What follows belongs to an exercise in optimizing a design on an open flow for small area, a short achievable clock period and few clock cycles; a production flow would make more cautious choices.
Function was checked by simulation only, so behaviour that the tests miss may differ from the original.
Power and IR drop assume default switching activity.

===== design/flow/design.v =====
module bod_framer #(
    parameter FB_CAP    = 64,       
    parameter MAX_FRAME = 80,       
    parameter [7:0] DATA_TERM = 8'h03
) (
    input  wire       clk,
    input  wire       rst,
    input  wire       cp_req_valid,
    output wire       cp_req_ready,
    input  wire [7:0] cp_req_data,
    output wire       cp_rsp_valid,
    input  wire       cp_rsp_ready,
    output wire [7:0] cp_rsp_data
);
    localparam AW = $clog2(FB_CAP);
    localparam DB = MAX_FRAME - 1;       
    localparam [7:0] OP_ENC = 8'h20, OP_DEC = 8'h21, OP_FBPUSH = 8'h30,
                     OP_VALIDATE = 8'h31, OP_FBCLEAR = 8'h32, OP_BVAL = 8'h40,
                     OP_BDATA = 8'h41, OP_STAT = 8'h60;
    localparam [7:0] ST_OK = 8'h00, ST_NEED = 8'h01, ST_CSUM = 8'h02,
                     ST_FULL = 8'h05, ST_TOO_LONG = 8'h06, ST_BAD_DIGIT = 8'h07,
                     ST_NONCANON = 8'h08, ST_ILLEGAL = 8'h0F;
    localparam [7:0] STX = 8'h02, ETX = 8'h03;
    localparam [2:0] S_OPC = 3'd0, S_OPND = 3'd1, S_LEN = 3'd2, S_DATA = 3'd3,
                     S_WAITV = 3'd4, S_RESP = 3'd5;
    localparam [2:0] C_ENC = 3'd0, C_DEC = 3'd1, C_PUSH = 3'd2, C_VAL = 3'd3,
                     C_BVAL = 3'd4, C_BDATA = 3'd5, C_STAT = 3'd6, C_ONE = 3'd7;
    reg [2:0]  state;
    reg [2:0]  cls;
    reg        ready_r, valid_r;
    reg [7:0]  out_q;            
    reg [7:0]  cnt;              
    reg [6:0]  ptr;              
    reg [3:0]  idx;              
    reg        err;              
    reg [7:0]  r1, r2;           
    reg [7:0]    fbuf [0:FB_CAP-1];
    reg [AW-1:0] fb_head;
    reg [AW:0]   fb_len;
    reg [15:0]   cerr;
    reg [7:0] dbuf [0:DB-1];
    reg          sc_found;       
    reg          sc_stx;         
    reg          sc_apend;       
    reg [AW:0]   sc_off;         
    reg [AW-1:0] sc_ptr;         
    reg [AW-1:0] sc_s;           
    reg [6:0]    sc_flen;        
    reg [7:0]    sc_x;           
    reg [7:0]    sc_prev;        
    reg [7:0]    sc_a;           
    assign cp_req_ready = ready_r & ~rst;
    assign cp_rsp_valid = valid_r & ~rst;
    assign cp_rsp_data  = out_q;
    wire req_fire = cp_req_valid & ready_r;
    wire rsp_fire = cp_rsp_ready & valid_r;
    wire [7:0] din = cp_req_data;
    wire [7:0] w3 = dbuf[0], w2 = dbuf[1], w1 = dbuf[2], w0 = dbuf[3];
    wire [7:0] enc0 = {1'b0, {3{w3[7]}}, w3[7:4]} + 8'd32;
    wire [7:0] enc1 = {1'b0, w3[3:0], w2[7:5]} + 8'd32;
    wire [7:0] enc2 = {1'b0, w2[4:0], w1[7:6]} + 8'd32;
    wire [7:0] enc3 = {1'b0, w1[5:0], w0[7]} + 8'd32;
    wire [7:0] enc4 = {1'b0, w0[6:0]} + 8'd32;
    wire [7:0] bval_k = (enc0 ^ enc1 ^ enc2 ^ enc3 ^ enc4) | 8'h80;
    function digit_ok(input [7:0] d);
        digit_ok = (d >= 8'd32) && (d <= 8'd159);
    endfunction
    wire [6:0] g0 = dbuf[0][6:0] - 7'd32;
    wire [6:0] g1 = dbuf[1][6:0] - 7'd32;
    wire [6:0] g2 = dbuf[2][6:0] - 7'd32;
    wire [6:0] g3 = dbuf[3][6:0] - 7'd32;
    wire [6:0] g4 = dbuf[4][6:0] - 7'd32;
    wire [31:0] dec_val = {g0[3:0], g1, g2, g3, g4};
    wire dec_bad = !(digit_ok(dbuf[0]) && digit_ok(dbuf[1]) && digit_ok(dbuf[2]) &&
                     digit_ok(dbuf[3]) && digit_ok(din));
    wire [6:0] dg0 = dbuf[0][6:0] - 7'd32;
    wire dec_canon = (dg0[6:3] == 4'b0000) || (dg0[6:3] == 4'b1111);
    wire rd_rsp = (state == S_RESP) && (cls == C_VAL) && !err && (idx >= 4'd4);
    wire [AW-1:0] rd_addr = rd_rsp ? ptr[AW-1:0] : sc_ptr;
    wire [7:0] rd_b = fbuf[rd_addr];
    wire sc_idle = sc_found || (sc_off == fb_len);
    wire val_go = sc_idle && ((state == S_OPC && req_fire && din == OP_VALIDATE) ||
                              state == S_WAITV);
    wire sc_step = !sc_found && (sc_off != fb_len) && !rd_rsp;
    wire [7:0] sc_kc = sc_apend ? 8'h80 : ((sc_x ^ sc_prev) | 8'h80);
    wire sc_ok = (sc_kc == sc_prev);
    wire [AW-1:0] fb_tail = fb_head + fb_len[AW-1:0];
    wire fb_full = fb_len[AW];
    reg [7:0] nxt;
    always @(*) begin
        nxt = 8'h00;
        case (cls)
        C_ENC: case (idx)
            4'd0: nxt = enc0;
            4'd1: nxt = enc1;
            4'd2: nxt = enc2;
            4'd3: nxt = enc3;
            default: nxt = enc4;
            endcase
        C_DEC: if (!err) case (idx)
            4'd0: nxt = dec_val[31:24];
            4'd1: nxt = dec_val[23:16];
            4'd2: nxt = dec_val[15:8];
            default: nxt = dec_val[7:0];
            endcase
        C_PUSH: nxt = {1'b0, ptr};
        C_VAL: if (idx >= 4'd4) nxt = rd_b;
            else case (idx)
            4'd0: nxt = r1;
            4'd1: nxt = err ? r2 : ((r1 < 8'd10) ? 8'hFF : 8'h00);
            4'd2: nxt = r1 - 8'd10;
            default: nxt = r2;
            endcase
        C_BVAL: case (idx)
            4'd0: nxt = 8'h08;
            4'd1: nxt = STX;
            4'd2: nxt = enc0;
            4'd3: nxt = enc1;
            4'd4: nxt = enc2;
            4'd5: nxt = enc3;
            4'd6: nxt = enc4;
            4'd7: nxt = bval_k;
            default: nxt = ETX;
            endcase
        C_BDATA: if (idx == 4'd0) nxt = {1'b0, ptr} + 8'd1;
            else if (cnt == 8'd1) nxt = DATA_TERM;
            else nxt = dbuf[ptr];
        C_STAT: case (idx)
            4'd0: nxt = {1'b0, fb_len};
            4'd1: nxt = cerr[15:8];
            4'd2: nxt = cerr[7:0];
            default: nxt = 8'h00;
            endcase
        default: nxt = 8'h00;
        endcase
    end
    always @(posedge clk) begin
        if (req_fire && state == S_DATA && cls == C_PUSH && !fb_full)
            fbuf[fb_tail] <= din;
        if (req_fire && (state == S_OPND || (state == S_DATA && cls == C_BDATA && !err)))
            dbuf[ptr] <= din;
    end
    always @(posedge clk) begin
        if (rst) begin
            state    <= S_OPC;
            ready_r  <= 1'b1;
            valid_r  <= 1'b0;
            fb_head  <= {AW{1'b0}};
            fb_len   <= {(AW+1){1'b0}};
            cerr     <= 16'd0;
            sc_found <= 1'b0;
            sc_stx   <= 1'b0;
            sc_apend <= 1'b0;
            sc_off   <= {(AW+1){1'b0}};
            sc_ptr   <= {AW{1'b0}};
        end else begin
            if (sc_step) begin
                sc_off <= sc_off + 1'b1;
                sc_ptr <= sc_ptr + 1'b1;
                sc_flen <= sc_flen + 7'd1;
                if (!(rd_b == ETX && sc_stx)) sc_prev <= rd_b;
                if (rd_b == STX) begin
                    sc_stx <= 1'b1;
                    sc_apend <= 1'b1;
                    sc_s <= sc_ptr;
                    sc_flen <= 7'd1;
                    sc_x <= 8'd0;
                end else if (rd_b == ETX && sc_stx) begin
                    sc_found <= 1'b1;
                end else begin
                    sc_x <= sc_x ^ rd_b;
                    if (sc_apend) begin
                        sc_a <= rd_b;
                        sc_apend <= 1'b0;
                    end
                end
            end
            case (state)
            S_OPC: if (req_fire) begin
                ptr <= 7'd0;
                idx <= 4'd0;
                case (din)
                OP_ENC, OP_BVAL: begin
                    cls <= (din == OP_ENC) ? C_ENC : C_BVAL;
                    cnt <= 8'd4;
                    state <= S_OPND;
                end
                OP_DEC: begin
                    cls <= C_DEC;
                    cnt <= 8'd5;
                    state <= S_OPND;
                end
                OP_FBPUSH, OP_BDATA: begin
                    cls <= (din == OP_FBPUSH) ? C_PUSH : C_BDATA;
                    state <= S_LEN;
                end
                OP_VALIDATE: begin
                    cls <= C_VAL;
                    ready_r <= 1'b0;
                    state <= S_WAITV;
                end
                OP_STAT: begin
                    cls <= C_STAT;
                    ready_r <= 1'b0;
                    valid_r <= 1'b1;
                    out_q <= ST_OK;
                    cnt <= 8'd5;
                    state <= S_RESP;
                end
                default: begin   
                    cls <= C_ONE;
                    ready_r <= 1'b0;
                    valid_r <= 1'b1;
                    out_q <= (din == OP_FBCLEAR) ? ST_OK : ST_ILLEGAL;
                    cnt <= 8'd0;
                    state <= S_RESP;
                    if (din == OP_FBCLEAR) begin
                        fb_len <= {(AW+1){1'b0}};
                        sc_found <= 1'b0;
                        sc_stx <= 1'b0;
                        sc_apend <= 1'b0;
                        sc_off <= {(AW+1){1'b0}};
                        sc_ptr <= fb_head;
                    end
                end
                endcase
            end
            S_OPND: if (req_fire) begin
                ptr <= ptr + 7'd1;
                cnt <= cnt - 8'd1;
                if (cnt == 8'd1) begin
                    ready_r <= 1'b0;
                    valid_r <= 1'b1;
                    state <= S_RESP;
                    case (cls)
                    C_DEC: begin
                        err <= dec_bad;
                        out_q <= dec_bad ? ST_BAD_DIGIT : (dec_canon ? ST_OK : ST_NONCANON);
                        cnt <= 8'd4;
                    end
                    C_ENC: begin out_q <= ST_OK; cnt <= 8'd5; end
                    default: begin out_q <= ST_OK; cnt <= 8'd9; end
                    endcase
                end
            end
            S_LEN: if (req_fire) begin
                cnt <= din;
                err <= (cls == C_BDATA) && (din >= MAX_FRAME);
                if (din == 8'd0) begin
                    ready_r <= 1'b0;
                    valid_r <= 1'b1;
                    out_q <= ST_OK;
                    cnt <= (cls == C_PUSH) ? 8'd1 : 8'd2;
                    state <= S_RESP;
                end else
                    state <= S_DATA;
            end
            S_DATA: if (req_fire) begin
                cnt <= cnt - 8'd1;
                if (cls == C_PUSH) begin
                    if (fb_full) err <= 1'b1;
                    else begin
                        fb_len <= fb_len + 1'b1;
                        ptr <= ptr + 7'd1;
                    end
                end else if (!err)
                    ptr <= ptr + 7'd1;
                if (cnt == 8'd1) begin
                    ready_r <= 1'b0;
                    valid_r <= 1'b1;
                    state <= S_RESP;
                    if (cls == C_PUSH) begin
                        out_q <= (err || fb_full) ? ST_FULL : ST_OK;
                        cnt <= 8'd1;
                    end else begin
                        out_q <= err ? ST_TOO_LONG : ST_OK;
                        cnt <= err ? 8'd0 : {1'b0, ptr} + 8'd3;
                    end
                end
            end
            S_RESP: if (rsp_fire) begin
                if (cnt == 8'd0) begin
                    valid_r <= 1'b0;
                    ready_r <= 1'b1;
                    state <= S_OPC;
                end else begin
                    out_q <= nxt;
                    cnt <= cnt - 8'd1;
                    if (idx != 4'd15) idx <= idx + 4'd1;
                    if ((cls == C_VAL && idx >= 4'd4) || (cls == C_BDATA && idx != 4'd0))
                        ptr <= ptr + 7'd1;
                    else if (cls == C_BDATA)
                        ptr <= 7'd0;
                end
            end
            S_WAITV: ;
            default: state <= S_OPC;
            endcase
            if (val_go) begin
                valid_r <= 1'b1;
                state <= S_RESP;
                if (sc_found) begin
                    fb_head <= sc_ptr;
                    fb_len <= fb_len - sc_off;
                    sc_found <= 1'b0;
                    sc_stx <= 1'b0;
                    sc_apend <= 1'b0;
                    sc_off <= {(AW+1){1'b0}};
                    ptr <= {1'b0, sc_s};
                    err <= !sc_ok;
                    if (sc_ok) begin
                        out_q <= ST_OK;
                        cnt <= {1'b0, sc_flen} + 8'd4;
                        r1 <= sc_a;
                        r2 <= {1'b0, sc_flen};
                    end else begin
                        out_q <= ST_CSUM;
                        cnt <= 8'd2;
                        r1 <= sc_kc;
                        r2 <= sc_prev;
                        if (cerr != 16'hFFFF) cerr <= cerr + 16'd1;
                    end
                end else begin
                    out_q <= ST_NEED;
                    cnt <= 8'd0;
                end
            end
        end
    end
endmodule

===== design/flow/run.sh =====
#!/bin/bash
# synth_recipe.tcl (not shown) runs the flow's synth.tcl, then flattens the netlist and writes it again
# the make line also repeats each setting of config.mk as NAME=value (left out here)
make -C /OpenROAD-flow-scripts/flow DESIGN_CONFIG=/design/flow/config.mk WORK_HOME=/design/flow/orfs CLKGATE_MAP_FILE= SYNTH_SCRIPT=/design/flow/synth_recipe.tcl finish

===== design/flow/config.mk =====
export PLATFORM = sky130hd
export DESIGN_NAME = bod_framer
export DESIGN_NICKNAME = bod_framer
export VERILOG_FILES = /design/flow/design.v
export SDC_FILE = /design/flow/constraint.sdc
export NUM_CORES = 4
export LEC_CHECK = 0
export CAP_MARGIN = 20
export CORE_MARGIN = 2
export CORE_UTILIZATION = 40
export SLEW_MARGIN = 20

===== design/flow/constraint.sdc =====
create_clock -name core_clock -period 10.0 [get_ports {clk}]
set_input_delay 2.0000 -clock core_clock [delete_from_list [all_inputs] [get_ports {clk}]]
set_output_delay 2.0000 -clock core_clock [all_outputs]
set_load 0.01 [all_outputs]

==> impl_metrics.csv, run 1 <==
group,metric,value,unit
outcome,outcome,"complete, no violations",
clocking,ctsResizeCount,0,
setup_path,startpoint_type,"register",
logic_synthesis,syn_inst,3712,
placement,place_area,58600,um^2
cells_and_area,fin_area,62900,um^2
routing,drc,0,
sta,slew-limit-headroom,0.242,
sta,layout_setup_ws,3.01,ns
placement,dp_hpwl,108,mm
placement,dp_cells,5462,
global_route,first_global_vias,33300,
global_route,grt_first_pass_wirelength,242,mm
sta,max_clock_freq,143,MHz
sta,setup_violations,0,
logic_synthesis,ys_types,97,
logic_synthesis,synthArstFlopShare,0,
floorplan,num_rows,137,
placement,globalplace.congestion,0.967,
min_path,hold_path_class,"reg2reg",
logic_synthesis,syn_area,56400,um^2
cells_and_area,antenna_cells,0,
global_route,grt-busiest-layer,"met2",
setup_path,timing.critical_path.arrival,7.43,ns
run,max_cap_viol_count,0,
sta,setup_tns,0,ns
setup_path,endpoint_kind,"register",
global_route,antenna_found_initial,1,
clocking,htree_num_levels,4,
power_and_ir_drop,ir_drop,0.188,mV
global_route,grt_max_degree,146,
global_route,use_met2,0.359,
routing,routed_wl,168,mm
power_and_ir_drop,power.density,222,nW/um^2
clocking,clk_pin_slew_worst_paths,0.06,ns
clocking,cts_tree,"yes",
sta,rsz0062_at_grt,"no",
logic_synthesis,yosysSeqAreaShare,0.678,
routing,ant_nets,0,
clocking,cts_hold_buf,0,
cells_and_area,nFillCells,12200,
placement,port-buffer-count,21,
cells_and_area,final_nets,3769,
sta,slew_violations,0,
sta,min_period_over_period,0.699,
logic_synthesis,synth_ff_type,"edfxtp_1",
cells_and_area,synthToLayoutAreaGrowth,11.6,%
floorplan,fp.dieW,379,um
clocking,insertion_delay,0.78,ns
logic_synthesis,synth_edf_count,1235,
routing,vias_per_cell,6.11,
floorplan,ioPinCount,22,
cells_and_area,drive_gt1_frac,0.150,
global_route,grt_overflow,0,
routing,wl_per_cell,29.4,um
logic_synthesis,syn_area_per_cell,15.2,um^2
floorplan,core_area,140000,um^2
sta,post-route-min-period,6.99,ns
power_and_ir_drop,finalPower,14.0,mW
global_route,grt_util_met1,0.329,
floorplan,dieHeight,379,um
floorplan,start_util,0.404,
logic_synthesis,synth-seq-cells,1292,
floorplan,dieArea,144000,um^2
clocking,clk_path_buf_depth,3,
clocking,clock_tree.root_cell,"clkbuf_16",
cells_and_area,regArea,38200,um^2
clocking,cts_setup_buffers,0,
sta,hold_viol_final,0,
clocking,numClockSinks,1292,
routing,vias,34800,
clocking,numCtsBuffers,132,
sta,tightest_slew,1.13,ns
global_route,grtUsageMet3,0.0365,
routing,first_pass_iters,7,
setup_path,critPathKind,"reg2reg",
setup_path,crit_required,10.45,ns
cells_and_area,multi_input_area,16900,um^2
power_and_ir_drop,leakage,19.6,nW
global_route,grtUsageTotal,0.232,
logic_synthesis,yosys_warnings,1,
routing,drtIter0Drc,4408,
placement,pre_cts_ws,3.19,ns
sta,clock-skew-final,0.0199,ns
cells_and_area,final_cell_count_no_fill,5700,
setup_path,cp_max_fo,35,
## layer usage
metal	share of wire	routed length, um	up-vias
met1	0.42	69600	18000
met4	0.040	6620	2
met3	0.081	13500	319
li1	-	-	14800
met5	0.000042	7	-
met2	0.46	77700	1711
## kinds of logic (layout without fill, tap and decap cells)
family | count (synthesis) | after routing | share of synthesized area
compound gates | 704 | 704 | 0.0873
flops | 1292 | 1292 | 0.678
buf+inv | 287 | 399 | 0.0232
simple gates | 985 | 985 | 0.0863
xor+xnor | 110 | 110 | 0.0171
mux | 297 | 297 | 0.0996
fa+ha+maj | 37 | 37 | 0.00848
## power by group
part	switching, mW	total (mW)	internal, mW
sequential	0.145	6.17	6.03
combinational	1.69	2.85	1.16
clock	2.12	4.97	2.85
total	3.96	14.0	10.0
## worst paths after layout
path	from	slack (ns)	endpoint	depth (start not counted)
hold / removal	fb_head[4]	0.48	fb_head[4]	2
setup reg to reg	idx[2]	3.01	sc_prev[2]	13
setup / recovery	idx[2]	3.01	sc_prev[2]	13
hold reg to reg	fb_head[4]	0.48	fb_head[4]	2
## layout make-up
cell class,count,area share
Sequential cell,1292,0.608
Multi-Input combinational cell,2133,0.269
Clock buffer,170,0.0554
Tap cell,1876,0.0373
Timing Repair Buffer,117,0.0151
Clock inverter,68,0.0132
Inverter,44,0.00262
## metrics by stage
step | hold slack, ns | util
2_1_floorplan | 0.421 | -
5_1_grt | 0.499 | 0.450
6_report | 0.478 | 0.450
3_3_place_gp | 0.464 | 0.419
4_1_cts | 0.478 | 0.450
3_5_place_dp | 0.470 | 0.419
## cells in the mapped netlist (all sizes together) (17+ instances only)
cell | n | area (um^2)
edfxtp | 1235 | 37100
nor2 | 286 | 1080
nand2 | 271 | 1020
mux4 | 208 | 4680
clkbuf | 136 | 510
a211oi | 134 | 1010
and3 | 127 | 795
o21ai | 111 | 556
buf | 107 | 629
a21oi | 105 | 526
nand3 | 81 | 405
xnor2 | 65 | 569
mux2i | 59 | 591
dfxtp | 57 | 1140
a31oi | 49 | 307
xor2 | 45 | 394
inv | 44 | 165
o22ai | 40 | 250
ha | 35 | 438
nor3 | 35 | 191
nand4 | 34 | 213
mux2 | 30 | 338
o221ai | 25 | 219
o31ai | 22 | 184
a21boi | 21 | 158
nor4 | 21 | 168
nand2b | 20 | 125
a211o | 19 | 166
nor2b | 18 | 113
or3 | 18 | 113
a222oi | 17 | 170
a22oi | 17 | 128
a311oi | 17 | 149
## layout by cell type, fill, tap and decap left out, types with 12 or more instances in the layout
master	Yosys	routed
nand3_1	81	81
clkdlybuf4s50_1	0	12
mux2_2	30	30
clkinv_1	0	25
a31oi_1	49	49
ha_1	35	35
xor2_1	45	45
o21ai_0	107	107
nand4_1	34	34
clkbuf_16	0	133
nor3_1	33	31
o22ai_1	40	40
a311oi_1	17	17
a21oi_1	105	105
o31ai_1	20	20
clkbuf_1	136	35
nor4_1	18	18
mux2i_1	59	58
nor3b_1	15	14
a221oi_1	16	16
a22oi_1	17	17
o211ai_1	16	16
nand2_1	269	269
nor2_1	284	284
edfxtp_1	1235	1235
a21boi_0	20	20
or3_1	18	18
mux4_2	208	208
o221ai_1	25	25
buf_4	21	99
bufinv_16	0	14
dfxtp_1	57	53
inv_1	42	42
a211oi_1	134	134
nor2b_1	18	18
a222oi_1	17	17
nand2b_1	20	20
a211o_1	19	19
xnor2_1	65	65
and3_1	127	127
## state kept, by name, summed over array words and instances (netlist names), 4 cells and up, named ones only
name / flops
dbuf: 640
sc_prev: 8
fbuf: 512
sc_off: 7
ptr: 7
sc_a: 8
r2: 8
cerr: 16
idx: 4
sc_s: 6
out_q: 8
sc_flen: 7
sc_ptr: 6
cnt: 8
sc_x: 7
fb_head: 6
fb_len: 7
r1: 8
## critical path: stages, from the launching register on
cell and delay (ns):
edfxtp_1 0.95, o21bai_2 0.50, o31a_1 0.42, buf_4 0.23, nor2_4 0.63, buf_4 0.60, buf_4 0.43, mux2i_1 0.22
a211oi_1 0.09, a2111oi_0 0.55, nand4_1 0.59, or3_1 0.64, nor3b_1 0.39, a21oi_1 0.33
Testbench counts, summed over its fixed seeds: cycles 183,195.
==> run 2: changes to the inputs <==
--- a/design/flow/design.v
+++ b/design/flow/design.v
@@ -35,3 +35,3 @@
     reg        err;              
-    reg [7:0]  r1, r2;           
+    reg [7:0]  r1, r2, r3;       
     reg [7:0]    fbuf [0:FB_CAP-1];
@@ -77,5 +77,12 @@
     wire dec_canon = (dg0[6:3] == 4'b0000) || (dg0[6:3] == 4'b1111);
-    wire rd_rsp = (state == S_RESP) && (cls == C_VAL) && !err && (idx >= 4'd4);
+    reg rd_rsp;
     wire [AW-1:0] rd_addr = rd_rsp ? ptr[AW-1:0] : sc_ptr;
     wire [7:0] rd_b = fbuf[rd_addr];
+    reg [7:0] rd_d;
+    integer di;
+    always @(*) begin
+        rd_d = 8'h00;
+        for (di = 0; di < DB; di = di + 1)
+            rd_d = rd_d | (dbuf[di] & {8{ptr == di}});
+    end
     wire sc_idle = sc_found || (sc_off == fb_len);
@@ -106,4 +113,9 @@
         C_PUSH: nxt = {1'b0, ptr};
-        C_VAL: if (idx >= 4'd4) nxt = rd_b;
-            else case (idx)
+        C_VAL: if (idx >= 4'd4) begin
+                if (cnt == 8'd1) nxt = ETX;
+                else if (cnt == 8'd2) nxt = r3;
+                else if (idx == 4'd4) nxt = STX;
+                else if (idx == 4'd5) nxt = r1;
+                else nxt = rd_b;
+            end else case (idx)
             4'd0: nxt = r1;
@@ -126,3 +138,3 @@
             else if (cnt == 8'd1) nxt = DATA_TERM;
-            else nxt = dbuf[ptr];
+            else nxt = rd_d;
         C_STAT: case (idx)
@@ -137,5 +149,5 @@
     always @(posedge clk) begin
-        if (req_fire && state == S_DATA && cls == C_PUSH && !fb_full)
+        if (state == S_DATA && cls == C_PUSH && !fb_full)
             fbuf[fb_tail] <= din;
-        if (req_fire && (state == S_OPND || (state == S_DATA && cls == C_BDATA && !err)))
+        if (state == S_OPND || (state == S_DATA && cls == C_BDATA && !err))
             dbuf[ptr] <= din;
@@ -145,2 +157,3 @@
             state    <= S_OPC;
+            rd_rsp   <= 1'b0;
             ready_r  <= 1'b1;
@@ -282,2 +295,3 @@
                 if (cnt == 8'd0) begin
+                    rd_rsp <= 1'b0;
                     valid_r <= 1'b0;
@@ -288,4 +302,5 @@
                     cnt <= cnt - 8'd1;
+                    rd_rsp <= (cls == C_VAL) && !err && (idx >= 4'd5) && (cnt > 8'd3);
                     if (idx != 4'd15) idx <= idx + 4'd1;
-                    if ((cls == C_VAL && idx >= 4'd4) || (cls == C_BDATA && idx != 4'd0))
+                    if (rd_rsp || (cls == C_BDATA && idx != 4'd0))
                         ptr <= ptr + 7'd1;
@@ -308,3 +323,4 @@
                     sc_off <= {(AW+1){1'b0}};
-                    ptr <= {1'b0, sc_s};
+                    ptr <= {1'b0, sc_s + 2'd2};
+                    r3 <= sc_prev;
                     err <= !sc_ok;
==> run 2 against run 1 <==
Worst hold slack better by 0.0052 ns. Synthesized cell count up 17%. Still clean. Area after synthesis up 0.43%. Critical path depth down 2. Critical endpoint is now sc_prev[4]. Core utilization up 0.27 points. Count of clock-buffer cells in the layout down 2. Largest power group unchanged. Clock power about the same. Setup slack better by 0.96 ns.
==> impl_metrics.csv, run 2 <==
group,metric,value,unit
logic_synthesis,synth_ff_type,"edfxtp_1",
sta,fin_hold_ws,0.483,ns
global_route,grt_overflow,0,
power_and_ir_drop,finalPower,13.3,mW
logic_synthesis,yosysSeqAreaShare,0.673,
sta,slew-limit-headroom,0.179,
global_route,grt_max_degree,88,
cells_and_area,final_common_cell,"edfxtp_1",
logic_synthesis,syn_inst,4338,
floorplan,core_area,141000,um^2
routing,drc,0,
cells_and_area,fin_area,63900,um^2
sta,clock-skew-final,0.0314,ns
sta,tightest_slew,1.23,ns
floorplan,num_rows,138,
setup_path,path_cells,"buf_4, mux2i_4, buf_4, or3_1, a31oi_1, a41oi_1, nand4_1, nor4_1, o211a_1, nor3b_1, a31oi_1",
clocking,cts_tree,"yes",
floorplan,fp.dieW,380,um
logic_synthesis,syn_area_per_cell,13.1,um^2
clocking,clock_tree.root_cell,"clkbuf_16",
cells_and_area,drive_gt1_frac,0.103,
power_and_ir_drop,leakage,20.2,nW
placement,place_area,59500,um^2
sta,max_clock_freq,166,MHz
min_path,hp-start,"fb_head[4]",
power_and_ir_drop,ir_drop,0.123,mV
setup_path,slowest_stage,"a31oi_1",
global_route,grtUsageMet3,0.0841,
min_path,hold_path_class,"reg2reg",
cells_and_area,largest_register_ffs,632,
floorplan,dieArea,145000,um^2
floorplan,start_util,0.401,
clocking,insertion_delay,0.78,ns
floorplan,ioPinCount,22,
sta,min_period_over_period,0.603,
logic_synthesis,synth_most_common_cell,"edfxtp_1",
placement,globalplace.congestion,1.02,
global_route,grt_util_met1,0.384,
cells_and_area,final_nets,4495,
logic_synthesis,synth_area_leaders,"edfxtp_1, a22oi_1, nor2_1",
global_route,grt-busiest-layer,"met2",
power_and_ir_drop,power.density,208,nW/um^2
cells_and_area,top_register,"dbuf",
setup_path,startpoint_type,"register",
logic_synthesis,synth_common_cells,"edfxtp_1, nor2_1, a22oi_1",
sta,post-route-min-period,6.03,ns
clocking,ctsResizeCount,0,
routing,first_pass_iters,6,
cells_and_area,multi_input_area,17400,um^2
clocking,clk_pin_slew_worst_paths,0.07,ns
logic_synthesis,syn_area,56600,um^2
sta,rsz0062_at_grt,"no",
clocking,cts_setup_buffers,0,
logic_synthesis,synth_edf_count,1235,
clocking,clk_path_buf_depth,3,
cells_and_area,nFillCells,12600,
global_route,use_met2,0.392,
clocking,numClockSinks,1286,
routing,ant_nets,0,
global_route,grt_first_pass_wirelength,284,mm
placement,port-buffer-count,21,
setup_path,cp_max_fo,45,
clocking,htree_num_levels,4,
routing,vias,41600,
cells_and_area,layout_common_cells,"edfxtp_1, nor2_1, a22oi_1",
global_route,antenna_found_initial,6,
setup_path,crit_required,10.40,ns
routing,wl_per_cell,31.2,um
logic_synthesis,yosys_warnings,1,
logic_synthesis,synthArstFlopShare,0,
run,max_cap_viol_count,0,
routing,routed_wl,201,mm
global_route,grtUsageTotal,0.270,
setup_path,timing.critical_path.arrival,6.43,ns
cells_and_area,regArea,38100,um^2
routing,drtIter0Drc,6686,
sta,setup_tns,0,ns
logic_synthesis,synth_top_area_cell,"edfxtp_1",
sta,slew_violations,0,
logic_synthesis,synth-seq-cells,1286,
routing,vias_per_cell,6.46,
placement,dp_hpwl,133,mm
clocking,numCtsBuffers,135,
global_route,first_global_vias,38700,
setup_path,endpoint_kind,"register",
setup_path,crit_start,"rd_rsp",
logic_synthesis,synth_top_area_frac,0.655,
setup_path,r2r-start,"rd_rsp",
cells_and_area,largest_registers,"dbuf x632, fbuf x512, cerr x16",
sta,hold_viol_final,0,
setup_path,critPathMaxStageDelay,0.84,ns
cells_and_area,synthToLayoutAreaGrowth,12.9,%
logic_synthesis,ys_types,89,
sta,setup_violations,0,
floorplan,dieHeight,380,um
outcome,outcome,"complete, no violations",
clocking,cts_hold_buf,0,
setup_path,critPathKind,"reg2reg",
==> run 2: cell count changes in the layout (fill, tap and decap cells not counted), moves of 32 or more <==
| cell | change |
|---|---|
| buf_4 | +66 |
| a22oi_1 | +355 |
| nand2b_1 | +67 |
| o21bai_1 | +54 |
| nand4_1 | +32 |
| mux4_2 | -196 |
| a21oi_1 | +159 |
| nor2_1 | +156 |
| and3_1 | -110 |
| nor4_1 | +34 |
==> run 2: cell type report <==
| class | instances | area share |
|---|---|---|
| diodes | 3 | 0.000117 |
| clock buffers | 168 | 0.0565 |
| clock inverters | 80 | 0.0113 |
| inverters | 55 | 0.00331 |
| multi-input cells | 2774 | 0.272 |
| flip-flops and latches | 1286 | 0.596 |
| well taps | 1890 | 0.0370 |
| repair buffers | 188 | 0.0231 |
==> run 2: final timing paths <==
kind | end | slack [ns] | cells after the start
worst max-delay path | sc_prev[4] | 3.97 | 11
worst max register to register | sc_prev[4] | 3.97 | 11
worst min register to register | fb_head[4] | 0.48 | 2
worst min-delay path | fb_head[4] | 0.48 | 2
==> run 2: routing by layer <==
metal / share of wire / wire [um]
met3: 0.14 / 27100
met2: 0.43 / 85900
met5: 0.00019 / 39
met1: 0.40 / 80300
met4: 0.037 / 7330
==> run 2: logic make-up (layout without fill, tap and decap cells) <==
group | after synthesis | count (layout) | synth area share
compound gates | 1305 | 1305 | 0.159
flops | 1286 | 1286 | 0.673
simple gates | 1259 | 1259 | 0.106
buf+inv | 278 | 491 | 0.0218
xor+xnor | 111 | 111 | 0.0172
mux | 56 | 56 | 0.0130
fa+ha+maj | 43 | 43 | 0.00977
other cells | 0 | 3 | 0
==> run 2: report_power, final <==
part	total [mW]	switching, mW	internal [mW]	leakage, nW
logic	2.16	1.54	0.620	6.60
clock network	5.00	2.14	2.86	2.10
registers	6.14	0.128	6.01	11.5
total	13.3	3.81	9.49	20.2
==> run 2: critical path: cells and delay by family, from the launching register on <==
kind            cells  cell delay, ns
simple gates        4            1.26
compound gates      4            1.83
buf+inv             2            1.15
flops               1            0.68
mux                 1            0.66
==> run 2: through the flow <==
| stage | utilization | setup slack [ns] | instances |
|---|---|---|---|
| after floorplan | - | 5.16 | 4338 |
| after global routing | 0.453 | 3.71 | 6441 |
| after global placement | 0.421 | 3.42 | 6185 |
| after CTS | 0.453 | 3.95 | 6436 |
| final | 0.453 | 3.97 | 6444 |
| after detailed placement | 0.422 | 3.95 | 6188 |
Testbench counts of run 2, summed over its fixed seeds: cycles 178,481.
==> run 3: changes to the inputs <==
--- a/design/flow/config.mk
+++ b/design/flow/config.mk
@@ -10,2 +10,3 @@
 export CORE_UTILIZATION = 40
+export SETUP_SLACK_MARGIN = 5
 export SLEW_MARGIN = 20
==> run 3 against run 2 <==
Critical path depth is 1 higher. Global-route usage about the same. Worst hold slack got worse by 0.0031 ns. First-iteration DRC count rose by 7.6%. Final cell count about the same. Register-to-register slack better by 1.0 ns. Core utilization is 0.13 points higher. Design area is 0.29% higher. Combinational power about the same. Sequential power about the same.
==> impl_metrics.csv, run 3 <==
group,metric,value,unit
clocking,clk_path_buf_depth,3,
setup_path,r2r-start,"ptr[0]",
routing,wl_per_cell,31.2,um
sta,slew_violations,0,
floorplan,dieArea,145000,um^2
sta,rsz0062_at_grt,"no",
floorplan,ioPinCount,22,
logic_synthesis,synth_ff_type,"edfxtp_1",
min_path,hold_path_class,"reg2reg",
logic_synthesis,synth_most_common_cell,"edfxtp_1",
routing,routed_wl,201,mm
setup_path,timing.critical_path.arrival,5.52,ns
setup_path,path_cells,"buf_6, inv_4, ha_1, or4b_2, nor2_2, a22oi_1, nand4_1, nor3_1, nand3_1, o221a_2, nor3_1, a21oi_1",
clocking,clk_pin_slew_worst_paths,0.07,ns
logic_synthesis,yosys_warnings,1,
global_route,grt_first_pass_wirelength,284,mm
logic_synthesis,syn_area,56600,um^2
logic_synthesis,synth_common_cells,"edfxtp_1, nor2_1, a22oi_1",
cells_and_area,drive_gt1_frac,0.107,
setup_path,critPathKind,"reg2reg",
floorplan,fp.dieW,380,um
sta,post-route-min-period,5.00,ns
global_route,grt_overflow,0,
global_route,first_global_vias,38700,
logic_synthesis,syn_area_per_cell,13.1,um^2
cells_and_area,largest_register_ffs,632,
sta,layout_setup_ws,5.00,ns
setup_path,cp_common_cell,"nor3_1",
setup_path,cp_max_fo,39,
outcome,outcome,"complete, no violations",
sta,max_clock_freq,200,MHz
clocking,htree_num_levels,4,
cells_and_area,synthToLayoutAreaGrowth,13.2,%
setup_path,crit_required,10.52,ns
routing,vias_per_cell,6.46,
global_route,grt_max_degree,88,
logic_synthesis,yosysSeqAreaShare,0.673,
routing,first_pass_iters,9,
logic_synthesis,synth_area_leaders,"edfxtp_1, a22oi_1, nor2_1",
clocking,numCtsBuffers,135,
setup_path,path_buf_inv,2,
sta,clock-skew-final,0.0312,ns
run,max_cap_viol_count,0,
setup_path,slowest_stage,"a22oi_1",
cells_and_area,final_cell_count_no_fill,6446,
setup_path,crit_family,"simple AND/OR/NAND/NOR gates",
routing,ant_nets,0,
routing,drtIter0Drc,7196,
cells_and_area,final_nets,4496,
floorplan,start_util,0.401,
global_route,antenna_found_initial,7,
setup_path,endpoint_kind,"register",
clocking,clock_tree.root_cell,"clkbuf_16",
cells_and_area,final_common_cell,"edfxtp_1",
placement,pre_cts_ws,3.95,ns
power_and_ir_drop,power.density,208,nW/um^2
sta,min_period_over_period,0.500,
cells_and_area,top_register,"dbuf",
sta,tightest_slew,1.20,ns
setup_path,startpoint_type,"register",
routing,vias,41700,
logic_synthesis,synth_top_area_frac,0.655,
clocking,insertion_delay,0.79,ns
sta,setup_violations,0,
floorplan,core_area,141000,um^2
cells_and_area,utilization,0.454,
clocking,cts_hold_buf,0,
placement,dp_cells,6188,
clocking,cts_tree,"yes",
placement,port-buffer-count,21,
cells_and_area,layout_common_cells,"edfxtp_1, nor2_1, a22oi_1",
sta,hold_viol_final,0,
logic_synthesis,syn_inst,4338,
cells_and_area,largest_registers,"dbuf x632, fbuf x512, cerr x16",
sta,setup_tns,0,ns
placement,dp_hpwl,133,mm
floorplan,dieHeight,380,um
setup_path,crit_start,"ptr[0]",
power_and_ir_drop,ir_drop,0.124,mV
sta,slew-limit-headroom,0.195,
clocking,numClockSinks,1286,
floorplan,num_rows,138,
min_path,hp-start,"fb_head[4]",
global_route,grtUsageTotal,0.271,
logic_synthesis,ys_types,89,
logic_synthesis,synthArstFlopShare,0,
logic_synthesis,synth_top_area_cell,"edfxtp_1",
logic_synthesis,synth_edf_count,1235,
placement,globalplace.congestion,1.02,
power_and_ir_drop,leakage,20.3,nW
setup_path,critPathMaxStageDelay,0.74,ns
routing,drc,0,
logic_synthesis,synth-seq-cells,1286,
run 3: tightest hold or removal path, delay by kind of cell (launching register included):
kind	cells	cell delay, ns
AO/OA/AOI/OAI	1	0.05
flip-flops	1	0.32
AND/OR/NAND/NOR	1	0.06
run 3: power by group:
part           switching (mW)  leakage, nW  internal, mW  total, mW
Clock                    2.14         2.10          2.86       5.00
Sequential              0.120         11.5          6.01       6.13
Combinational            1.56         6.66         0.630       2.19
Total                    3.82         20.3          9.50       13.3
run 3: area by class of cell:
cell class                      count  area (um^2)
Timing Repair Buffer              189         1560
Clock inverter                     80          724
Fill cell                       12600        77000
Inverter                           55          211
Tap cell                         1890         2360
Sequential cell                  1286        38100
Multi-Input combinational cell   2774        17500
Clock buffer                      168         3610
Antenna cell                        4         10.0
run 3: metrics by stage:
stage / instance area (um^2) / hold WS (ns) / power (mW)
3_5_place_dp: 59500 / 0.474 / 8.32
4_1_cts: 64000 / 0.484 / 13.3
3_3_place_gp: 59500 / 0.468 / 8.31
5_1_grt: 64100 / 0.517 / 13.7
6_report: 64100 / 0.480 / 13.3
2_1_floorplan: 56600 / 0.403 / 7.47
run 3: cell families (layout without fill, tap and decap cells):
family,Yosys count,in the layout,synth area share
AND/OR/NAND/NOR,1259,1259,0.106
adder cells (fa/ha/maj),43,43,0.00977
AO/OA/AOI/OAI,1305,1305,0.159
flip-flops,1286,1286,0.673
buffers and inverters,278,492,0.0218
multiplexers,56,56,0.0130
XOR/XNOR,111,111,0.0172
other,0,4,0
run 3: final timing paths:
check / endpoint / slack (ns) / depth (start not counted)
setup / recovery: out_q[1] / 5.00 / 12
hold / removal: fb_head[4] / 0.48 / 2
setup reg to reg: out_q[1] / 5.00 / 12
hold reg to reg: fb_head[4] / 0.48 / 2
run 3: per-layer routing:
layer | track usage | wire [um] | vias to the layer above
met4 | 0.0935 | 7180 | 8
met5 | 0 | 56 | -
met1 | 0.385 | 80800 | 20700
met3 | 0.0838 | 27100 | 515
met2 | 0.391 | 86200 | 3018
li1 | - | - | 17400
run 3: repair_timing:
action | CTS | global route
setup endpoints to repair | 56 | 48
buffers inserted | 2 | 1
endpoints found under the hold margin | 0 | 0
pin swaps | 1 | 1
gates resized for setup | 25 | 13
gates cloned | 0 | 0
==> run 4: changes to the inputs <==
--- a/design/flow/design.v
+++ b/design/flow/design.v
@@ -79,10 +79,22 @@
     wire [AW-1:0] rd_addr = rd_rsp ? ptr[AW-1:0] : sc_ptr;
-    wire [7:0] rd_b = fbuf[rd_addr];
-    reg [7:0] rd_d;
-    integer di;
-    always @(*) begin
-        rd_d = 8'h00;
-        for (di = 0; di < DB; di = di + 1)
-            rd_d = rd_d | (dbuf[di] & {8{ptr == di}});
-    end
+    wire [8*FB_CAP-1:0] fb_flat;
+    genvar gi;
+    generate for (gi = 0; gi < FB_CAP; gi = gi + 1) begin : g_fb
+        assign fb_flat[8*gi +: 8] = fbuf[gi];
+    end endgenerate
+    wire [7:0] rd_b;
+    wire [8*DB-1:0] db_flat;
+    generate for (gi = 0; gi < DB; gi = gi + 1) begin : g_db
+        assign db_flat[8*gi +: 8] = dbuf[gi];
+    end endgenerate
+    wire [7:0] rd_d;
+    reg [DB-1:0] dsel;                   
+    always @(*)
+        for (si = 0; si < DB; si = si + 1) dsel[si] = (ptr == si);
+    bod_framer_rdport #(.N(DB)) u_db_rd (.mem(db_flat), .sel(dsel), .q(rd_d));
+    reg [FB_CAP-1:0] fsel;               
+    integer si;
+    always @(*)
+        for (si = 0; si < FB_CAP; si = si + 1) fsel[si] = (rd_addr == si);
+    bod_framer_rdport #(.N(FB_CAP)) u_fb_rd (.mem(fb_flat), .sel(fsel), .q(rd_b));
     wire sc_idle = sc_found || (sc_off == fb_len);
@@ -148,2 +160,3 @@
     end
+    integer wi;
     always @(posedge clk) begin
@@ -151,4 +164,5 @@
             fbuf[fb_tail] <= din;
-        if (state == S_OPND || (state == S_DATA && cls == C_BDATA && !err))
-            dbuf[ptr] <= din;
+        for (wi = 0; wi < DB; wi = wi + 1)
+            if (dsel[wi] && (state == S_OPND || (state == S_DATA && cls == C_BDATA && !err)))
+                dbuf[wi] <= din;
     end
@@ -345,2 +359,38 @@
     end
+endmodule
+module bod_framer_rdport #(parameter N = 64) (
+    input  wire [8*N-1:0] mem,
+    input  wire [N-1:0]   sel,           
+    output wire [7:0]     q
+);
+    localparam NT = (N + 2) / 3;         
+    wire [3*NT-1:0] selp = {{(3*NT-N){1'b0}}, sel};
+    wire [8*3*NT-1:0] memp = {{(8*(3*NT-N)){1'b0}}, mem};
+    wire [8*NT-1:0] t_n;                 
+    genvar t, b;
+    generate for (t = 0; t < NT; t = t + 1) begin : g_t
+        for (b = 0; b < 8; b = b + 1) begin : g_b
+            bod_framer_ao222n u_ao (.a(memp[24*t+b]), .b(memp[24*t+8+b]), .c(memp[24*t+16+b]),
+                                    .sa(selp[3*t]), .sb(selp[3*t+1]), .sc(selp[3*t+2]),
+                                    .y_n(t_n[8*t+b]));
+        end
+    end endgenerate
+    bod_framer_nandtree #(.NP(NT)) u_or (.t_n(t_n), .q(q));
+endmodule
+module bod_framer_ao222n (
+    input  wire a, b, c, sa, sb, sc,
+    output wire y_n
+);
+    assign y_n = ~((a & sa) | (b & sb) | (c & sc));
+endmodule
+module bod_framer_nandtree #(parameter NP = 32) (
+    input  wire [8*NP-1:0] t_n,
+    output reg  [7:0]      q
+);
+    integer i;
+    always @(*) begin
+        q = 8'h00;
+        for (i = 0; i < NP; i = i + 1)
+            q = q | ~t_n[8*i +: 8];
+    end
 endmodule
--- a/design/flow/config.mk
+++ b/design/flow/config.mk
@@ -12 +12,3 @@
 export SLEW_MARGIN = 20
+export SYNTH_HIERARCHICAL = 1
+export SYNTH_MINIMUM_KEEP_SIZE = 0
==> run 4 against run 3 <==
Design area down 8.3%. Via count shrank 18%. Clock power decreased by 1%. Setup slack gained 0.11 ns. Critical endpoint is now out_q[6]. Highest routed layer is now met4.
==> impl_metrics.csv, run 4 <==
group,metric,value,unit
logic_synthesis,synth-xor-area-share,0.0168,
logic_synthesis,synthAdderAreaFrac,0.0107,
sta,max_clock_freq,204,MHz
setup_path,critPathKind,"reg2reg",
cells_and_area,antenna_cells,0,
setup_path,critPathMaxStageDelay,0.72,ns
outcome,outcome,"complete, no violations",
logic_synthesis,synth_edf_count,1235,
cells_and_area,fin_area,58800,um^2
routing,drc,0,
placement,port-buffer-count,21,
floorplan,dieHeight,363,um
min_path,hp-start,"sc_prev[7]",
logic_synthesis,syn_area,51600,um^2
logic_synthesis,synthArstFlopShare,0,
setup_path,ff2ff_path_depth,10,
setup_path,crit_required,10.50,ns
floorplan,fp.dieW,363,um
setup_path,r2r-start,"ptr[5]",
clocking,insertion_delay,0.77,ns
setup_path,r2r_setup_slack,5.11,ns
clocking,numCtsBuffers,132,
logic_synthesis,yosys_warnings,10,
clocking,clock_tree.root_cell,"clkbuf_16",
sta,slew-limit-headroom,0.306,
global_route,grt_first_pass_wirelength,221,mm
routing,drtIter0Drc,6167,
run,max_cap_viol_count,0,
logic_synthesis,synth-seq-cells,1286,
setup_path,path_buf_inv,0,
logic_synthesis,syn_inst,3349,
setup_path,endpoint_kind,"register",
floorplan,start_util,0.404,
global_route,grtUsageTotal,0.226,
sta,fin_hold_ws,0.474,ns
placement,pre_cts_ws,4.20,ns
cells_and_area,largest_registers,"dbuf x632, fbuf x512, cerr x16",
sta,hold_viol_final,0,
logic_synthesis,synth_most_common_cell,"edfxtp_1",
placement,dp_cells,5036,
power_and_ir_drop,ir_drop,0.162,mV
power_and_ir_drop,power.density,216,nW/um^2
floorplan,ioPinCount,22,
routing,vias_per_cell,6.41,
logic_synthesis,synth_top_area_frac,0.719,
cells_and_area,layout_common_cells,"edfxtp_1, a222oi_1, nor2_1",
routing,wl_per_cell,28.6,um
cells_and_area,final_nets,3590,
placement,dp_hpwl,99.3,mm
floorplan,core_area,128000,um^2
clocking,clk_path_buf_depth,3,
power_and_ir_drop,leakage,18.2,nW
logic_synthesis,yosys.area_share.simple,0.0902,
cells_and_area,final_common_cell,"edfxtp_1",
floorplan,num_rows,131,
logic_synthesis,synth_top_family_by_area,"compound AO/OA/AOI/OAI gates",
min_path,holdPathStages,0,
sta,tightest_slew,1.03,ns
logic_synthesis,ys_types,85,
setup_path,timing.critical_path.arrival,5.39,ns
cells_and_area,final_cell_count_no_fill,5300,
setup_path,path_depth,10,
logic_synthesis,synthMuxAreaShare,0.00451,
global_route,antenna_found_initial,1,
setup_path,crit_family,"simple AND/OR/NAND/NOR gates",
floorplan,dieArea,132000,um^2
sta,post-route-min-period,4.89,ns
setup_path,slowest_stage,"a221oi_1",
global_route,grt_overflow,0,
logic_synthesis,synth_top_area_cell,"edfxtp_1",
power_and_ir_drop,finalPower,12.7,mW
clocking,numClockSinks,1286,
logic_synthesis,synth-compound-area-share,0.127,
routing,routed_wl,152,mm
logic_synthesis,synth_common_cells,"edfxtp_1, a222oi_1, nor2_1",
min_path,hold_path_class,"reg2reg",
clocking,cts_tree,"yes",
cells_and_area,largest_register_ffs,632,
min_path,hold_path_end,"r3[7]",
routing,vias,34000,
setup_path,startpoint_type,"register",
logic_synthesis,synth_ff_type,"edfxtp_1",
clocking,htree_num_levels,4,
placement,place_area,54100,um^2
placement,globalplace.congestion,0.941,
cells_and_area,utilization,0.461,
setup_path,cp_max_fo,15,
setup_path,rr_endpoint,"out_q[6]",
sta,layout_setup_ws,5.11,ns
routing,ant_nets,0,
setup_path,path_cells,"nor2_1, nand2_1, nor2_1, a222oi_1, nand4_1, nor4_1, nand2_1, a221oi_1, nand4_1, a32o_1",
routing,first_pass_iters,14,
logic_synthesis,synth_area_leaders,"edfxtp_1, a222oi_1, nor2_1",
global_route,first_global_vias,32100,
logic_synthesis,syn_area_per_cell,15.4,um^2
sta,min_period_over_period,0.489,
global_route,grt_max_degree,93,
cells_and_area,drive_gt1_frac,0.0946,
sta,setup_tns,0,ns
sta,clock-skew-final,0.0317,ns
cells_and_area,synthToLayoutAreaGrowth,14.0,%
clocking,clk_pin_slew_worst_paths,0.07,ns
sta,setup_violations,0,
sta,rsz0062_at_grt,"yes",
logic_synthesis,yosysSeqAreaShare,0.739,
cells_and_area,top_register,"dbuf",
sta,slew_violations,0,
-- run 4: what timing repair did --
item	CTS	global route
endpoints found under the setup margin	54	42
pin swaps	9	7
buffers inserted	19	7
gates resized for setup	12	22
hold buffers	0	0
-- run 4: logic make-up after synthesis --
kind of cell	after synthesis
buffers and inverters	164
adder cells (fa/ha/maj)	43
flip-flops	1286
AO/OA/AOI/OAI	768
AND/OR/NAND/NOR	968
XOR/XNOR	96
multiplexers	22
other	2
-- run 4: power breakdown --
group	leakage, nW	switching, mW	internal [mW]	total, mW
Sequential	11.5	0.0960	6.01	6.11
Combinational	4.61	1.17	0.491	1.66
Clock	2.09	2.08	2.85	4.94
Total	18.2	3.35	9.35	12.7
-- run 4: how the worst max path moves through the flow --
stage	startpoint	end	slack, ns
global placement	ptr[0]	sc_apend	4.31
finish	ptr[5]	out_q[6]	5.11
CTS	rst	cp_req_ready	5.02
global route	sc_ptr[0]	sc_a[3]	5.00
floorplan	rst	cp_req_ready	5.34
detailed placement	ptr[0]	sc_flen[6]	4.20
-- run 4: layout make-up --
| class | count | area [um^2] |
|---|---|---|
| Multi-Input combinational cell | 1961 | 13200 |
| Tap cell | 1662 | 2080 |
| Fill cell | 10900 | 68900 |
| Clock inverter | 80 | 801 |
| Inverter | 48 | 180 |
| Clock buffer | 157 | 3500 |
| Timing Repair Buffer | 106 | 903 |
| Sequential cell | 1286 | 38100 |
-- run 4: modules after synthesis (local to each module, per instance), excerpt --
module,cells,flip-flops and latches,area (um^2)
bod_framer,2819,1286,46800
bod_framer_ao222n,1,0,10.0
-- run 4: per-layer routing --
layer / track usage / up-vias / wire length, um
met3: 0.0439 / 238 / 15400
met2: 0.345 / 2045 / 69400
met1: 0.332 / 17200 / 63200
met4: 0.0603 / 0 / 3520
met5: 0 / - / 0
li1: - / 14500 / -
Testbench counts of run 4, summed over its fixed seeds: cycles 178,481.
==> run 5: changes to the inputs <==
--- a/design/flow/design.v
+++ b/design/flow/design.v
@@ -365,5 +365,3 @@
 );
-    localparam NT = (N + 2) / 3;         
-    wire [3*NT-1:0] selp = {{(3*NT-N){1'b0}}, sel};
-    wire [8*3*NT-1:0] memp = {{(8*(3*NT-N)){1'b0}}, mem};
+    localparam NT = (N - 1) / 3;         
     wire [8*NT-1:0] t_n;                 
@@ -372,4 +370,4 @@
         for (b = 0; b < 8; b = b + 1) begin : g_b
-            bod_framer_ao222n u_ao (.a(memp[24*t+b]), .b(memp[24*t+8+b]), .c(memp[24*t+16+b]),
-                                    .sa(selp[3*t]), .sb(selp[3*t+1]), .sc(selp[3*t+2]),
+            bod_framer_ao222n u_ao (.a(mem[24*t+b]), .b(mem[24*t+8+b]), .c(mem[24*t+16+b]),
+                                    .sa(sel[3*t]), .sb(sel[3*t+1]), .sc(sel[3*t+2]),
                                     .y_n(t_n[8*t+b]));
@@ -377,3 +375,3 @@
     end endgenerate
-    bod_framer_nandtree #(.NP(NT)) u_or (.t_n(t_n), .q(q));
+    bod_framer_nandtree #(.NP(NT)) u_or (.t_n(t_n), .m(mem[8*N-1 -: 8]), .s(sel[N-1]), .q(q));
 endmodule
@@ -385,4 +383,6 @@
 endmodule
-module bod_framer_nandtree #(parameter NP = 32) (
+module bod_framer_nandtree #(parameter NP = 21) (
     input  wire [8*NP-1:0] t_n,
+    input  wire [7:0]      m,
+    input  wire            s,
     output reg  [7:0]      q
@@ -391,3 +391,3 @@
     always @(*) begin
-        q = 8'h00;
+        q = m & {8{s}};
         for (i = 0; i < NP; i = i + 1)
==> design/flow/flow/run.sh (new file) <==
#!/bin/bash
set -euo pipefail
bash standard.sh SETUP_SLACK_MARGIN=6.5 finish > flow_make.log 2>&1
==> design/flow/standard.sh (new file) <==
#!/bin/bash
# synth_recipe.tcl (not shown) runs the flow's synth.tcl, then flattens the netlist and writes it again
# the make line also repeats each setting of config.mk as NAME=value (left out here)
make -C /OpenROAD-flow-scripts/flow DESIGN_CONFIG=/design/flow/config.mk WORK_HOME=/design/flow/orfs CLKGATE_MAP_FILE= SYNTH_SCRIPT=/design/flow/synth_recipe.tcl "${@:-finish}"
--- a/design/flow/config.mk
+++ b/design/flow/config.mk
@@ -9,3 +9,6 @@
 export CORE_MARGIN = 2
-export CORE_UTILIZATION = 40
+export CORE_UTILIZATION = 50
+export CTS_BUF_LIST = sky130_fd_sc_hd__clkbuf_8
+export CTS_CLUSTER_DIAMETER = 60
+export CTS_CLUSTER_SIZE = 14
 export SETUP_SLACK_MARGIN = 5
removed: design/flow/run.sh
==> run 5 against run 4 <==
Setup slack better by 0.47 ns. Worst hold slack gained 0.0089 ns. Core utilization rose by 12 points. Sequential share of layout area shrank 0.28 points. Area after synthesis is essentially flat. Flip-flop and latch count unchanged. Critical endpoint is now cp_req_ready. Largest power group unchanged.
==> impl_metrics.csv, run 5 <==
group,metric,value,unit
outcome,outcome,"complete, no violations",
placement,globalplace.congestion,0.918,
cells_and_area,top_register,"dbuf",
cells_and_area,nFillCells,7843,
global_route,grt_first_pass_wirelength,221,mm
logic_synthesis,synth_top_area_frac,0.719,
sta,tightest_slew,0.983,ns
clocking,numCtsBuffers,110,
logic_synthesis,syn_area_per_cell,15.4,um^2
logic_synthesis,syn_area,51500,um^2
placement,port-buffer-count,21,
routing,first_pass_iters,13,
logic_synthesis,synth-compound-area-share,0.127,
power_and_ir_drop,power.density,188,nW/um^2
logic_synthesis,synth_top_area_cell,"edfxtp_1",
placement,pre_cts_ws,4.19,ns
placement,place_area,53600,um^2
cells_and_area,drive_gt1_frac,0.207,
routing,wl_per_cell,30.8,um
routing,vias,34300,
logic_synthesis,yosys_warnings,10,
sta,min_period_over_period,0.442,
cells_and_area,synthToLayoutAreaGrowth,14.6,%
sta,slew_violations,0,
min_path,hold_path_class,"reg2reg",
routing,drtIter0Drc,6026,
sta,max_clock_freq,226,MHz
run,max_cap_viol_count,0,
floorplan,dieArea,106000,um^2
sta,fin_hold_ws,0.483,ns
logic_synthesis,synthArstFlopShare,0,
global_route,grt_max_degree,141,
floorplan,dieHeight,325,um
global_route,first_global_vias,32700,
sta,rsz0062_at_grt,"yes",
sta,layout_setup_ws,5.58,ns
cells_and_area,largest_registers,"dbuf x632, fbuf x512, cerr x16",
logic_synthesis,synth_area_leaders,"edfxtp_1, a222oi_1, nor2_1",
cells_and_area,final_cell_count_no_fill,4995,
routing,routed_wl,154,mm
cells_and_area,multi_input_area,14800,um^2
logic_synthesis,synth_edf_count,1235,
clocking,clk_path_buf_depth,3,
global_route,grt_overflow,0,
clocking,cts_tree,"yes",
logic_synthesis,synth_most_common_cell,"edfxtp_1",
logic_synthesis,synthMuxAreaShare,0.00452,
logic_synthesis,synth_ff_type,"edfxtp_1",
cells_and_area,largest_register_ffs,632,
logic_synthesis,synth_top_family_by_area,"compound AO/OA/AOI/OAI gates",
setup_path,startpoint_type,"input port",
power_and_ir_drop,finalPower,11.1,mW
setup_path,crit_required,8.00,ns
sta,setup_tns,0,ns
clocking,clock_tree.root_cell,"clkbuf_8",
cells_and_area,final_common_cell,"edfxtp_1",
floorplan,ioPinCount,22,
routing,vias_per_cell,6.88,
logic_synthesis,synth-seq-cells,1286,
floorplan,core_area,102000,um^2
logic_synthesis,synth_common_cells,"edfxtp_1, nor2_1, a222oi_1",
cells_and_area,layout_common_cells,"edfxtp_1, a222oi_1, nor2_1",
placement,dp_hpwl,99.5,mm
sta,clock-skew-final,0.0595,ns
setup_path,critPathKind,"in2out",
setup_path,cp_max_fo,3,
clocking,htree_num_levels,3,
cells_and_area,utilization,0.579,
power_and_ir_drop,ir_drop,0.148,mV
global_route,grtUsageTotal,0.282,
global_route,antenna_found_initial,2,
floorplan,start_util,0.505,
power_and_ir_drop,leakage,18.3,nW
setup_path,endpoint_kind,"output pin",
logic_synthesis,ys_types,85,
logic_synthesis,yosysSeqAreaShare,0.739,
cells_and_area,regArea,38100,um^2
logic_synthesis,synth-xor-area-share,0.0168,
floorplan,num_rows,117,
placement,dp_cells,4675,
logic_synthesis,syn_inst,3357,
sta,slew-limit-headroom,0.336,
sta,setup_violations,0,
clocking,numClockSinks,1286,
cells_and_area,final_nets,3634,
cells_and_area,fin_area,59100,um^2
routing,ant_nets,0,
routing,drc,0,
floorplan,fp.dieW,325,um
sta,hold_viol_final,0,
logic_synthesis,synthAdderAreaFrac,0.0107,
sta,post-route-min-period,4.42,ns
clocking,clk_pin_slew_worst_paths,0.09,ns
clocking,insertion_delay,0.84,ns
setup_path,timing.critical_path.arrival,2.42,ns
logic_synthesis,yosys.area_share.simple,0.0895,
run 5: repair_timing:
action / CTS / global route
buffers inserted: 112 / 41
pin swaps: 162 / 95
gates resized for setup: 461 / 120
gates cloned: 5 / 2
hold buffers: 0 / 0
setup endpoints to repair: 1286 / 924
run 5: logic make-up after synthesis:
| kind of cell | count (synthesis) |
|---|---|
| fa+ha+maj | 43 |
| mux | 22 |
| buf+inv | 166 |
| simple gates | 976 |
| xor+xnor | 96 |
| flops | 1286 |
| compound gates | 768 |
run 5: cell type report:
type / count / share of cell area
antenna: 1 / 0.0000424
clock buffer: 114 / 0.0266
clock inverter: 45 / 0.00555
inverter: 48 / 0.00316
multi-input combinational: 1907 / 0.251
sequential: 1286 / 0.645
tap: 1368 / 0.0290
timing repair buffer: 226 / 0.0396
run 5: power by group:
| group | switching (mW) | internal [mW] |
|---|---|---|
| Clock | 1.72 | 1.11 |
| Sequential | 0.108 | 6.00 |
| Combinational | 1.43 | 0.740 |
run 5: path summary, 6_finish.rpt:
check / startpoint / cells after the start / to / slack (ns)
max: rst / 4 / cp_req_ready / 5.58
min: fb_head[2] / 2 / fb_head[2] / 0.48
max reg2reg: ptr[0] / 16 / out_q[2] / 5.67
min reg2reg: fb_head[2] / 2 / fb_head[2] / 0.48
run 5: modules after synthesis (local to each module, per instance), a selection:
module             area [um^2]  cells  flops+latches  copies in the design
bod_framer               46800   2819           1286                     1
bod_framer_ao222n         10.0      1              0                   376
run 5: layer usage:
layer,track usage,wire length (um),vias up
met5,0,0,-
met2,0.440,71200,2206
met1,0.406,61500,17300
li1,-,-,14500
met3,0.0529,16500,253
met4,0.0821,4480,0
run 5: critical path, stage by stage:
cell and delay, ns:
buf_8 0.10, buf_12 0.12, nor2b_4 0.10, buf_6 0.10
Testbench counts of run 5, summed over its fixed seeds: cycles 178,481.
==> run 6: changes to the inputs <==
==> design/flow/run.sh (new file) <==
#!/bin/bash
# synth_recipe.tcl (not shown) runs the flow's synth.tcl, then flattens the netlist and writes it again
# the make line also repeats each setting of config.mk as NAME=value (left out here)
make -C /OpenROAD-flow-scripts/flow DESIGN_CONFIG=/design/flow/config.mk WORK_HOME=/design/flow/orfs CLKGATE_MAP_FILE= SYNTH_SCRIPT=/design/flow/synth_recipe.tcl finish
removed: design/flow/flow/run.sh
removed: design/flow/standard.sh
==> run 6 against run 5 <==
Die area is the same. Critical path depth grew 7. Setup slack lost 0.54 ns. Combinational power shrank about 20%. Total power shrank 4.2%. Worst hold slack lost 0.0036 ns. Via count shrank 3.2%. Critical endpoint is now out_q[2]. Largest power group unchanged.
==> impl_metrics.csv, run 6 <==
group,metric,value,unit
sta,fin_hold_ws,0.480,ns
cells_and_area,final_nets,3494,
power_and_ir_drop,p_int,7.63,mW
power_and_ir_drop,leakage,17.0,nW
logic_synthesis,ys_types,85,
routing,first_pass_iters,11,
global_route,grt_first_pass_wirelength,215,mm
setup_path,startpoint_type,"register",
sta,setup_violations,0,
logic_synthesis,yosysSeqAreaShare,0.739,
cells_and_area,largest_register_ffs,632,
setup_path,path_cells,"buf_4, ha_1, nand2_1, nor2_1, a222oi_1, nand4_1, nor3_1, nand3_1, a221oi_1, a31oi_1, or4b_2",
sta,post-route-min-period,4.96,ns
global_route,grt_max_degree,123,
sta,layout_setup_ws,5.04,ns
power_and_ir_drop,finalPower,10.7,mW
placement,port-buffer-count,21,
sta,slew_violations,0,
sta,min_period_over_period,0.496,
sta,hold_viol_final,0,
setup_path,rr_endpoint,"out_q[2]",
logic_synthesis,yosys_warnings,10,
clocking,htree_num_levels,3,
power_and_ir_drop,power.share.clock,0.266,
setup_path,crit_required,10.52,ns
clocking,cts_tree,"yes",
global_route,grtUsageTotal,0.273,
routing,drc,0,
cells_and_area,synthToLayoutAreaGrowth,7.76,%
logic_synthesis,synth-seq-cells,1286,
setup_path,r2r-start,"ptr[0]",
placement,pre_cts_ws,4.34,ns
routing,wl_per_cell,30.4,um
clocking,numClockSinks,1286,
logic_synthesis,synth_top_area_cell,"edfxtp_1",
logic_synthesis,synth_common_cells,"edfxtp_1, nor2_1, a222oi_1",
min_path,hold_path_class,"reg2reg",
routing,ant_nets,0,
power_and_ir_drop,power.share.combinational,0.162,
sta,max_clock_freq,202,MHz
global_route,grt_overflow,0,
clocking,insertion_delay,0.81,ns
logic_synthesis,synth_ff_type,"edfxtp_1",
clocking,clock_tree.root_cell,"clkbuf_8",
setup_path,r2r_setup_slack,5.04,ns
logic_synthesis,syn_area_per_cell,15.4,um^2
cells_and_area,largest_registers,"dbuf x632, fbuf x512, cerr x16",
cells_and_area,layout_common_cells,"edfxtp_1, nor2_1, a222oi_1",
clocking,numCtsBuffers,111,
setup_path,critPathMaxStageDelay,0.69,ns
logic_synthesis,synth_edf_count,1235,
setup_path,slowest_stage,"nor3_1",
logic_synthesis,syn_area,51500,um^2
setup_path,timing.critical_path.arrival,5.48,ns
setup_path,crit_start,"ptr[0]",
routing,vias,33200,
power_and_ir_drop,p_switching,3.03,mW
run,max_cap_viol_count,0,
routing,drtIter0Drc,5743,
floorplan,ioPinCount,22,
clocking,clk_pin_slew_worst_paths,0.09,ns
sta,rsz0062_at_grt,"no",
cells_and_area,nFillCells,8131,
setup_path,critPathKind,"reg2reg",
placement,globalplace.congestion,0.985,
global_route,antenna_found_initial,5,
floorplan,dieHeight,325,um
sta,tightest_slew,1.06,ns
global_route,first_global_vias,32100,
routing,vias_per_cell,6.86,
setup_path,ff2ff_path_depth,11,
routing,routed_wl,147,mm
logic_synthesis,synth_most_common_cell,"edfxtp_1",
cells_and_area,utilization,0.544,
floorplan,dieArea,106000,um^2
logic_synthesis,synth_area_leaders,"edfxtp_1, a222oi_1, nor2_1",
power_and_ir_drop,p_seq_frac,0.572,
clocking,clk_path_buf_depth,3,
sta,setup_tns,0,ns
floorplan,start_util,0.505,
min_path,holdPathStages,2,
floorplan,fp.dieW,325,um
logic_synthesis,syn_inst,3357,
logic_synthesis,synthArstFlopShare,0,
placement,dp_hpwl,98.2,mm
outcome,outcome,"complete, no violations",
power_and_ir_drop,power.density,192,nW/um^2
floorplan,num_rows,117,
cells_and_area,top_register,"dbuf",
cells_and_area,final_common_cell,"edfxtp_1",
sta,slew-limit-headroom,0.290,
min_path,hp-start,"fb_head[2]",
sta,clock-skew-final,0.0575,ns
min_path,hold_path_end,"fb_head[2]",
power_and_ir_drop,ir_drop,0.206,mV
cells_and_area,drive_gt1_frac,0.0831,
clocking,cts_hold_buf,0,
setup_path,cp_max_fo,10,
power_and_ir_drop,netSwitchingFraction,0.284,
setup_path,endpoint_kind,"register",
logic_synthesis,synth_top_area_frac,0.719,
floorplan,core_area,102000,um^2
[run 6: cell counts after synthesis]
Identical to the previous run, type by type.
[run 6: critical path, delay by kind of cell, from the launching register on]
family          cells  cell delay (ns)
simple gates        6             2.72
compound gates      3             1.07
flops               1             0.45
fa+ha+maj           1             0.26
buf+inv             1             0.18
[run 6: timing repair]
item,in CTS,in global routing
cloned,0,0
buffers inserted,8,6
endpoints found under the setup margin,49,35
resized for setup,23,24
pin swaps,1,7
[run 6: area by class of cell]
cell class | count | area, um^2 | share of cell area
diodes | 1 | 2.50 | 0.0000451
well taps | 1368 | 1710 | 0.0308
clock buffers | 115 | 1580 | 0.0285
inverters | 48 | 180 | 0.00324
multi-input cells | 1905 | 13000 | 0.233
flip-flops and latches | 1286 | 38100 | 0.686
repair buffers | 87 | 706 | 0.0127
clock inverters | 38 | 304 | 0.00547
[run 6: per-layer routing]
metal  up-vias  GRT usage  routed length (um)
li1      14200          -                   -
met1     16900      0.398               60700
met2      1943      0.431               69200
met4         2     0.0700                3650
met3       232     0.0426               13900
met5         -          0                  12
[run 6: power by group through the flow]
stage	sequential (mW)	combinational [mW]	clock [mW]
after detailed placement	6.24	1.61	0
after global placement	6.23	1.60	0
final	6.09	1.73	2.83
after CTS	6.09	1.67	2.88
after global routing	6.10	1.81	3.09
after floorplan	6.18	0.937	0
[run 6: how the worst max path moves through the flow]
stage,to,slack (ns)
2_1_floorplan,cp_req_ready,5.34
3_3_place_gp,sc_apend,4.36
3_5_place_dp,sc_x[5],4.34
4_1_cts,out_q[2],4.93
5_1_grt,sc_a[4],4.98
6_report,out_q[2],5.04
[run 6: Yosys stat by module, one instance, submodules excluded, a selection]
| module | cells | copies in the design | area (um^2) | flip-flops and latches |
|---|---|---|---|---|
| bod_framer | 2819 | 1 | 46800 | 1286 |
| bod_framer_ao222n | 1 | 376 | 10.0 | 0 |
[run 6: stage by stage]
stage	instance area (um^2)	cells
floorplan	51500	3357
global placement	53400	4680
detailed placement	53400	4680
CTS	55400	4841
global route	55500	4848
finish	55500	4848
[run 6: logic make-up (layout without fill, tap and decap cells)]
kind of cell / count (synthesis) / in the layout / share of synthesized area
muxes: 22 / 22 / 0.00452
buffers and inverters: 166 / 288 / 0.0125
xor gates and xnor gates: 96 / 96 / 0.0168
adders and majority gates: 43 / 43 / 0.0107
AOI/OAI and AO/OA: 768 / 768 / 0.127
DFF: 1286 / 1286 / 0.739
other: 0 / 1 / 0
and+or+nand+nor: 976 / 976 / 0.0895

==> what the ideal ports hide <==
Ports are ideal in the flow. The routed layouts listed here were re-timed in OpenROAD.
Step 1, drivers: a clkbuf_16 drives clk and a buf_2 each remaining input, both assumed.
Step 2 times the ports against the registers' clock, not the clock port: input delays grow and output delays shrink by t, the midpoint of the rising clock arrivals with the driver on.
Slacks: ideal ports / drivers / drivers and shift; pairs: ideal ports / drivers.
run	shift t [ns]	setup slack, ns	worst setup path after step 2	worst slew at a driven data input, ns	cell pins on the clock port's net
run 1	0.849	3.015 / 3.015 / 3.015	register to register	0.07	1
run 2	0.845	3.971 / 3.971 / 3.971	register to register	0.07	1
run 3	0.847	4.999 / 4.999 / 4.408	input to register	0.07	1
run 4	0.829	5.109 / 5.109 / 4.587	input to register	0.12	1
run 5	0.877	5.583 / 5.542 / 5.542	input to output	0.06	1
run 6	0.848	5.039 / 5.039 / 4.611	input to register	0.09	1
After both steps setup and hold are still met in every run listed. The setup slack of run 3, which loses most, moves by 0.000 ns with the drivers and by -0.591 ns with both steps.
